This design comes from an exercise in tuning for small area on the open sky130 flow, not from production work. Only simulation tests tie the RTL to the original design; equivalence was not proved. No activity file was given, so power comes from the tool's default toggle rates.

$ cat design/flow/design.v
module pfse_frdec4 (
    input  wire        clk,
    input  wire        rst,
    input  wire        in_valid,
    input  wire [31:0] in_data,
    input  wire        in_last,
    input  wire [1:0]  in_nbytes,
    output wire        out_valid,
    output wire [1:0]  out_demux,       
    output wire [11:0] out_status,      
    output wire [6:0]  out_rel_id,
    output wire        out_agg,
    output wire [31:0] out_entry_id,
    output wire [31:0] out_attr2,
    output wire [31:0] out_attr3,
    output wire [31:0] out_udp_ports,   
    output wire [31:0] out_udp_lencs,   
    output wire [15:0] out_pay_off,
    output wire [15:0] out_pay_len,
    output wire [47:0] out_dmac,
    output wire [47:0] out_smac,
    output wire [31:0] out_src_ip,
    output wire [31:0] out_dst_ip,
    output wire [3:0]  out_ihl,
    output wire [7:0]  out_proto,
    output wire [15:0] out_totlen
);
    localparam [7:0] PROTO_REL = 8'd250;
    localparam [7:0] PROTO_UDP = 8'd17;
    reg        fresh;      
    reg        fin;        
    reg [16:0] pos;        
    wire [16:0] p = fresh ? 17'd0 : pos;    
    wire [2:0] nb = !in_last ? 3'd4 : (in_nbytes == 2'd0) ? 3'd4 : {1'b0, in_nbytes};
    reg [47:0] dmac, smac;
    reg [15:0] ethtype;
    reg [7:0]  verihl;
    reg [15:0] tot;
    reg [15:0] frag;
    reg [7:0]  proto;
    reg [31:0] src_ip, dst_ip;
    reg [7:0]  rh;
    reg [95:0] er;         
    reg [63:0] hdr1;       
    reg [63:0] hdr2;       
    reg [31:0] ip_acc;     
    reg [31:0] sum1;       
    reg [31:0] sum2;       
    wire [3:0]  ihl  = verihl[3:0];
    wire [16:0] hl   = {11'd0, ihl, 2'b00};
    wire [16:0] off  = 17'd14 + hl;
    wire [16:0] endp = 17'd14 + {1'b0, tot};
    wire [16:0] s1   = (proto == PROTO_REL) ? off + 17'd1 : off;
    wire [16:0] s2   = off + 17'd13;
    wire [3:0]  ihl_now = (p == 17'd12) ? in_data[11:8] : ihl;
    wire [16:0] iph_end = 17'd14 + {11'd0, ihl_now, 2'b00};
    reg  [7:0]  lb   [0:3];
    reg  [16:0] lp   [0:3];
    reg  [3:0]  lv;
    reg  [17:0] c_ip, c_s1, c_s2;
    reg  [16:0] dd1, dd2;
    integer j;
    always @(*) begin
        c_ip = 18'd0;
        c_s1 = 18'd0;
        c_s2 = 18'd0;
        for (j = 0; j < 4; j = j + 1) begin
            lb[j] = in_data[31 - 8*j -: 8];
            lp[j] = p + j[16:0];
            lv[j] = (j < nb);
            dd1 = lp[j] - s1;
            dd2 = lp[j] - s2;
            if (lv[j] && lp[j] >= 17'd14 && lp[j] < iph_end)
                c_ip = c_ip + (lp[j][0] ? {10'd0, lb[j]} : {2'd0, lb[j], 8'd0});
            if (lv[j] && lp[j] >= 17'd34 && lp[j] >= s1 && lp[j] < endp)
                c_s1 = c_s1 + (dd1[0] ? {10'd0, lb[j]} : {2'd0, lb[j], 8'd0});
            if (lv[j] && lp[j] >= 17'd34 && lp[j] >= s2 && lp[j] < endp)
                c_s2 = c_s2 + (dd2[0] ? {10'd0, lb[j]} : {2'd0, lb[j], 8'd0});
        end
    end
    always @(posedge clk) begin
        if (rst) begin
            fresh <= 1'b1;
            fin   <= 1'b0;
            pos   <= 17'd0;
        end else begin
            fin <= in_valid & in_last;
            if (in_valid) begin
                pos   <= p + {14'd0, nb};
                fresh <= in_last;
            end
        end
    end
    integer i;
    always @(posedge clk) begin
        if (in_valid) begin
            for (i = 0; i < 4; i = i + 1) begin
                if (lv[i]) begin
                    if (lp[i] < 17'd6)
                        dmac[47 - 8*lp[i] -: 8] <= lb[i];
                    if (lp[i] >= 17'd6 && lp[i] < 17'd12)
                        smac[47 - 8*(lp[i] - 17'd6) -: 8] <= lb[i];
                    if (lp[i] == 17'd12) ethtype[15:8] <= lb[i];
                    if (lp[i] == 17'd13) ethtype[7:0]  <= lb[i];
                    if (lp[i] == 17'd14) verihl     <= lb[i];
                    if (lp[i] == 17'd16) tot[15:8]  <= lb[i];
                    if (lp[i] == 17'd17) tot[7:0]   <= lb[i];
                    if (lp[i] == 17'd20) frag[15:8] <= lb[i];
                    if (lp[i] == 17'd21) frag[7:0]  <= lb[i];
                    if (lp[i] == 17'd23) proto      <= lb[i];
                    if (lp[i] >= 17'd26 && lp[i] < 17'd30)
                        src_ip[31 - 8*(lp[i] - 17'd26) -: 8] <= lb[i];
                    if (lp[i] >= 17'd30 && lp[i] < 17'd34)
                        dst_ip[31 - 8*(lp[i] - 17'd30) -: 8] <= lb[i];
                    if (lp[i] >= 17'd34) begin
                        if (lp[i] == off)
                            rh <= lb[i];
                        if (lp[i] > off && lp[i] < off + 17'd13)
                            er[95 - 8*(lp[i] - off - 17'd1) -: 8] <= lb[i];
                        if (lp[i] >= s1 && lp[i] < s1 + 17'd8)
                            hdr1[63 - 8*(lp[i] - s1) -: 8] <= lb[i];
                        if (lp[i] >= s2 && lp[i] < s2 + 17'd8)
                            hdr2[63 - 8*(lp[i] - s2) -: 8] <= lb[i];
                    end
                end
            end
            if (fresh)
                ip_acc <= {14'd0, c_ip};
            else
                ip_acc <= ip_acc + {14'd0, c_ip};
            if (fresh) begin
                sum1 <= 32'd0;
                sum2 <= 32'd0;
            end else begin
                sum1 <= sum1 + {14'd0, c_s1};
                sum2 <= sum2 + {14'd0, c_s2};
            end
        end
    end
    function [15:0] fold;
        input [31:0] t;
        reg   [16:0] a;
        reg   [16:0] b;
        begin
            a    = {1'b0, t[15:0]} + {1'b0, t[31:16]};
            b    = {1'b0, a[15:0]} + {16'd0, a[16]};
            fold = b[15:0];
        end
    endfunction
    wire [16:0] n = pos;
    wire is_ipv4  = (n >= 17'd24) && (ethtype == 16'h0800);
    wire cls_rel  = is_ipv4 && (proto == PROTO_REL);
    wire cls_udp  = is_ipv4 && (proto == PROTO_UDP);
    wire [1:0] demux = cls_rel ? 2'd1 : cls_udp ? 2'd2 : 2'd3;
    wire [16:0] L      = {1'b0, tot} - hl;           
    wire ip_bad = (verihl[7:4] != 4'd4) || (ihl < 4'd5) ||
                  ({1'b0, tot} < hl) || (n < endp) ||
                  frag[13] || (frag[12:0] != 13'd0);
    wire [16:0] rem    = L - 17'd1;
    wire [15:0] lenA   = hdr1[31:16];
    wire [15:0] lenB   = hdr2[31:16];
    wire valid_a = (L >= 17'd1) && (rem >= 17'd8)  && ({1'b0, lenA} == rem);
    wire valid_b = (L >= 17'd1) && (rem >= 17'd20) && ({1'b0, lenB} == rem - 17'd12);
    wire rel_bad = (L < 17'd1) || (!valid_a && !valid_b);
    wire udp_bad = (L < 17'd8);
    wire malformed = ip_bad || (cls_rel && rel_bad) || (cls_udp && udp_bad);
    wire good      = (cls_rel || cls_udp) && !malformed;
    wire entry = cls_rel && valid_b;
    wire ambig = cls_rel && valid_b && valid_a;
    wire [63:0] uh    = entry ? hdr2 : hdr1;
    wire [16:0] u     = entry ? s2 : s1;
    wire [16:0] ulen  = endp - u;
    wire [31:0] usum  = entry ? sum2 : sum1;
    wire        lenok = ({1'b0, uh[31:16]} == ulen);
    wire        ipok  = (fold(ip_acc) == 16'hFFFF);
    wire [31:0] ph    = {16'd0, src_ip[31:16]} + {16'd0, src_ip[15:0]} +
                        {16'd0, dst_ip[31:16]} + {16'd0, dst_ip[15:0]} +
                        32'd17 + {15'd0, ulen};
    wire        udpok = !lenok ? 1'b0 :
                        (uh[15:0] == 16'd0) ? 1'b1 :
                        (fold(ph + usum) == 16'hFFFF);
    wire [11:0] status = !good ? (cls_rel || cls_udp ? 12'h083 : 12'h0B0) :
                         {lenok, udpok, ipok, ambig, 1'b1, entry,
                          (cls_rel ? 2'd1 : 2'd2), 4'd0};
    reg        r_valid;
    reg [1:0]  r_demux;
    reg [11:0] r_status;
    reg [6:0]  r_rel_id;
    reg        r_agg;
    reg [31:0] r_entry_id, r_attr2, r_attr3;
    reg [31:0] r_udp_ports, r_udp_lencs;
    reg [15:0] r_pay_off, r_pay_len;
    reg [47:0] r_dmac, r_smac;
    reg [31:0] r_src_ip, r_dst_ip;
    reg [3:0]  r_ihl;
    reg [7:0]  r_proto;
    reg [15:0] r_totlen;
    always @(posedge clk) begin
        if (rst)
            r_valid <= 1'b0;
        else
            r_valid <= fin;
        if (fin) begin
            r_demux     <= demux;
            r_status    <= status;
            r_rel_id    <= (good && cls_rel) ? rh[7:1] : 7'd0;
            r_agg       <= (good && cls_rel) ? rh[0]   : 1'b0;
            r_entry_id  <= (good && entry) ? er[95:64] : 32'd0;
            r_attr2     <= (good && entry) ? er[63:32] : 32'd0;
            r_attr3     <= (good && entry) ? er[31:0]  : 32'd0;
            r_udp_ports <= good ? uh[63:32] : 32'd0;
            r_udp_lencs <= good ? uh[31:0]  : 32'd0;
            r_pay_off   <= good ? u[15:0] + 16'd8 : 16'd0;
            r_pay_len   <= good ? ulen[15:0] - 16'd8 : 16'd0;
            r_dmac      <= good ? dmac   : 48'd0;
            r_smac      <= good ? smac   : 48'd0;
            r_src_ip    <= good ? src_ip : 32'd0;
            r_dst_ip    <= good ? dst_ip : 32'd0;
            r_ihl       <= good ? ihl    : 4'd0;
            r_proto     <= good ? proto  : 8'd0;
            r_totlen    <= good ? tot    : 16'd0;
        end
    end
    assign out_valid     = r_valid;
    assign out_demux     = r_demux;
    assign out_status    = r_status;
    assign out_rel_id    = r_rel_id;
    assign out_agg       = r_agg;
    assign out_entry_id  = r_entry_id;
    assign out_attr2     = r_attr2;
    assign out_attr3     = r_attr3;
    assign out_udp_ports = r_udp_ports;
    assign out_udp_lencs = r_udp_lencs;
    assign out_pay_off   = r_pay_off;
    assign out_pay_len   = r_pay_len;
    assign out_dmac      = r_dmac;
    assign out_smac      = r_smac;
    assign out_src_ip    = r_src_ip;
    assign out_dst_ip    = r_dst_ip;
    assign out_ihl       = r_ihl;
    assign out_proto     = r_proto;
    assign out_totlen    = r_totlen;
endmodule
$ cat design/flow/run.sh
#!/bin/bash
# synth_recipe.tcl (not shown) runs the flow's synth.tcl, then flattens the netlist and writes it again
# the make line also repeats each setting of config.mk as NAME=value (left out here)
make -C /OpenROAD-flow-scripts/flow DESIGN_CONFIG=/design/flow/config.mk WORK_HOME=/design/flow/orfs CLKGATE_MAP_FILE= SYNTH_SCRIPT=/design/flow/synth_recipe.tcl finish
$ cat design/flow/config.mk
export PLATFORM = sky130hd
export DESIGN_NAME = pfse_frdec4
export DESIGN_NICKNAME = pfse_frdec4
export VERILOG_FILES = /design/flow/design.v
export SDC_FILE = /design/flow/constraint.sdc
export NUM_CORES = 4
export LEC_CHECK = 0
export CAP_MARGIN = 20
export CORE_MARGIN = 2
export CORE_UTILIZATION = 40
export SLEW_MARGIN = 20
$ cat design/flow/constraint.sdc
create_clock -name core_clock -period 24.0 [get_ports {clk}]
set_input_delay 4.8000 -clock core_clock [delete_from_list [all_inputs] [get_ports {clk}]]
set_output_delay 4.8000 -clock core_clock [all_outputs]
set_load 0.01 [all_outputs]
==> metrics.md <==
| Metric | Value |
|---|---|
| Run status | `complete, no violations` |
| Simple-gate share of the synthesized area | `0.206` |
| CTS tree | `done` |
| Synth top area cells | `edfxtp_1, ha_1, mux2i_1` |
| Endpoint of the worst setup timing path | `r_status[10]` |
| Remaining global-route overflow | `0` |
| Worst reg-to-reg path cell count | `70` |
| Post-synth cell types | `110` |
| Critical path's most frequent cell | `a21oi_1` |
| LEAKAGE | `~41 nW` |
| Setup_tns | `0 ns` |
| Synth Area in Adders | `0.0925` |
| Clock net sink count | `961` |
| WP data arrival | `17.76 ns` |
| YS warnings | `3` |
| Ys flop type | `edfxtp_1` |
| Setup crit end kind | `register` |
| # rows | `about 180` |
| Type of origin of the critical path | `register` |
| Peak supply drop | `~0.00009 V` |
| Max stage delay on crit path | `0.87 ns` |
| Core area | `0.230 mm²` |
| RR Endpoint | `r_status[10]` |
| Clk_skew | `just under 0.07 ns` |
| Worst-Margin Slew | `between 1 and 1.5 ns` |
| Fin util | `0.455` |
| Share of post-route cells with drive strength above 1 | `0.0829` |
| WL/cell | `32.4 µm` |
| Post-synthesis compound-gate area fraction | `0.165` |
| Combinational Power Share | `0.356` |
| Routability cong. | `about 1.0` |
| Required time worst endpoint | `approximately 25 ns` |
| Latest clock arrival within the worst-skew pair | `0.85 ns` |
| Initial core utilization | `0.402` |
| Post-synthesis mux area share | `0.0949` |
| DP HPWL | `between 300 and 400 mm` |
| Clock slew at reported path FFs | `roughly 0.06 ns` |
| DRC | `0` |
| Switching share of power | `0.365` |
| Yosys top cell by area | `edfxtp_1` |
| Sequential element share of the synthesized area | `0.311` |
| PortBufs | `430` |
| Net Switching | `about 2.2 mW` |
| Crit path from | `verihl[0]` |
| Yosys top cell area share | `0.306` |
| Worst hold stages | `1` |
| XOR/XNOR Fraction of Synth Area | `0.0862` |
| Clock network power share | `0.312` |
| Int Pwr | `between 3 and 4 mW` |
| Flops & latches, synth | `roughly 960` |
| CTS Hold Bufs | `0` |
| Seq pwr share | `0.333` |
| CP Depth | `70` |
| Die H | `approximately 480 µm` |
| Slew headroom | `0.0822` |
| # IOs | `441` |
| CP Max Fanout | `35` |
| Ys async rst share | `0` |
| Cells after synthesis | `about 11000` |
| Hold Vio Cnt, Final | `0` |
| Layout area overhead | `13.4%` |
| Die Wd | `around 480 µm` |
| First-pass GRT wire length | `639 mm` |
| Largest net degree at the start of global routing | `160` |
| Cts bufs inserted | `between 100 and 150` |
| Die ar. | `around 0.23 mm²` |
| DRT Wirelength | `roughly 460 mm` |
| Fin. max-slew vios | `0` |
| Tightest Hold Check Type | `register to register` |
| Fmax | `a little under 0.06 GHz` |
| Final setup fails | `0` |
| CP Class | `register to register` |
| RSZ-0062 raised after global routing | `no` |
| Slowest cell on crit path | `xor2_1` |
| Starting DRT DRC Count | `about 14000` |
| Post-synth EDFFs | `between 900 and 1000` |
| Fill count | `22100` |
| Synthesized area per cell | `8.48 µm²` |
| Post-DR vias/cell | `6.43` |
| Placed instance count | `approximately 14000` |
| Clock Tree Buf Depth | `3` |
| Nets | `about 12000` |
| Post-CTS Resized | `0` |
| CP bufs+invs | `6` |
| Post-CTS setup buffer count | `0` |
| Synthesized cell area | `0.0922 mm²` |
| Vias in the first global route | `around 84000` |
| Flop-to-flop setup slack | `6.83 ns` |
| Fin cells | `about 14000` |
| Initial antenna violation count | `49` |
| Gr usage total | `0.376` |
| Tcrit/Tclk final | `0.716` |
| Synth cell count leaders | `nor2_1, nand2_1, a21oi_1` |
| Routed vias | `91300` |
| Main combinational cell family by area after synthesis | `simple AND/OR/NAND/NOR gates` |
| H-tree Lvls | `3` |
| Final ANT Viol Nets | `0` |
| Pwr dens | `57.7 mW/mm²` |
| Family with the most delay on the worst path | `compound AO/OA/AOI/OAI gates` |
| Max-Cap Viols | `0` |
| R2R Path Start | `verihl[0]` |
| Tmin final | `roughly 17 ns` |
| Cell with the most instances after synthesis | `nor2_1` |
| Root Driver | `clkbuf_16` |
| Overall power | `between 6 and 7 mW` |
| DR pass1 iterations | `7` |
stage by stage:
step	cell area, µm²	hold WS, ns	worst slack (ns)
after global placement	100000	0.528	7.09
final	105000	0.550	6.83
after detailed placement	100000	0.533	7.16
after floorplan	92300	0.518	9.18
after global routing	104000	0.571	5.77
after CTS	104000	0.548	7.07
worst min path at each step:
stage                        start         end  slack (ns)
after floorplan            smac[0]   r_smac[0]        0.52
after global placement     smac[4]   r_smac[4]        0.53
after detailed placement   smac[4]   r_smac[4]        0.53
after CTS                  smac[4]   r_smac[4]        0.55
after global routing      smac[16]  r_smac[16]        0.57
final                      smac[4]   r_smac[4]        0.55
worst reg2reg max path: cells and delay by family, from the launching register on:
family	cells	cell delay, ns
compound gates	28	5.86
fa+ha+maj	11	4.46
xor+xnor	5	1.72
simple gates	20	3.46
flops	1	0.32
buf+inv	6	1.10
power groups by stage:
stage	clock network, mW	logic (mW)	registers [mW]
global placement	0	2.08	2.04
global route	1.95	2.31	2.01
finish	1.88	2.15	2.01
CTS	1.89	2.09	2.00
floorplan	0	1.41	2.03
detailed placement	0	2.07	2.04
kinds of logic (layout without fill, tap and decap cells):
kind of cell,after synthesis,count (layout)
compound gates,2477,2477
xor+xnor,898,898
fa+ha+maj,633,633
buf+inv,1103,1367
flops,961,961
mux,850,850
other cells,2,43
simple gates,3947,3947
layout make-up:
cell class                 count  area (µm²)  area share
antenna                       27        67.6    0.000646
clock buffer                 123        2910      0.0278
inverter                     423        1590      0.0152
timing repair buffer         737        6550      0.0626
tap                         3026        3790      0.0362
sequential                   961       28700       0.274
clock inverter                84        1010     0.00966
multi-input combinational   8821       60000       0.574
sequential cells by signal, indices dropped and copies added, names as in the netlist, 48 cells and up:
register and flops:
hdr2 64, dmac 48, er 96, r_dmac 48, r_smac 48, smac 48, hdr1 64
layout by cell type, fill, tap and decap left out, types with 140 or more instances in the layout:
cell | netlist | final
nor2_1 | 1204 | 1188
buf_4 | 11 | 316
a21oi_1 | 970 | 966
and3_1 | 176 | 176
inv_1 | 395 | 394
nand3_1 | 194 | 194
and2_1 | 287 | 287
ha_1 | 551 | 550
clkdlybuf4s50_1 | 0 | 397
nor4_1 | 159 | 140
xor2_1 | 248 | 243
mux2i_1 | 659 | 659
o21ai_0 | 512 | 512
edfxtp_1 | 941 | 941
nand2_1 | 1022 | 1019
nor3_1 | 250 | 235
mux2_2 | 191 | 191
a211oi_1 | 142 | 142
xnor2_1 | 643 | 637
per-layer routing:
metal	GRT usage	part of all wire
met2	0.538	0.40
met4	0.230	0.074
met5	0	0.00017
met1	0.506	0.40
met3	0.0959	0.12

## afterwards: timing with drivers on the ports
The flow's constraints put no driver on any port. The routed layout listed below was extracted and timed again, unchanged, in two steps. Step 1, drivers: a clkbuf_16 drives clk and a buf_2 each remaining input, both assumed. Step 2 also shifts input and output timing later by t, the mid clock arrival at the registers, as if the neighbouring blocks saw the same clock. a / b / c = ideal ports / drivers / drivers and shift; a / b = the first two.
shift t [ns]: 0.923
setup WS [ns]: 6.828 / 6.828 / 6.828
hold slack, ns: 0.550 / 0.550 / 0.550
worst slew at a driven data input, ns: 0.09
After both steps this run still meets setup and hold. For this run, drivers alone change the setup slack by 0.000 ns; drivers and shift together by 0.000 ns.
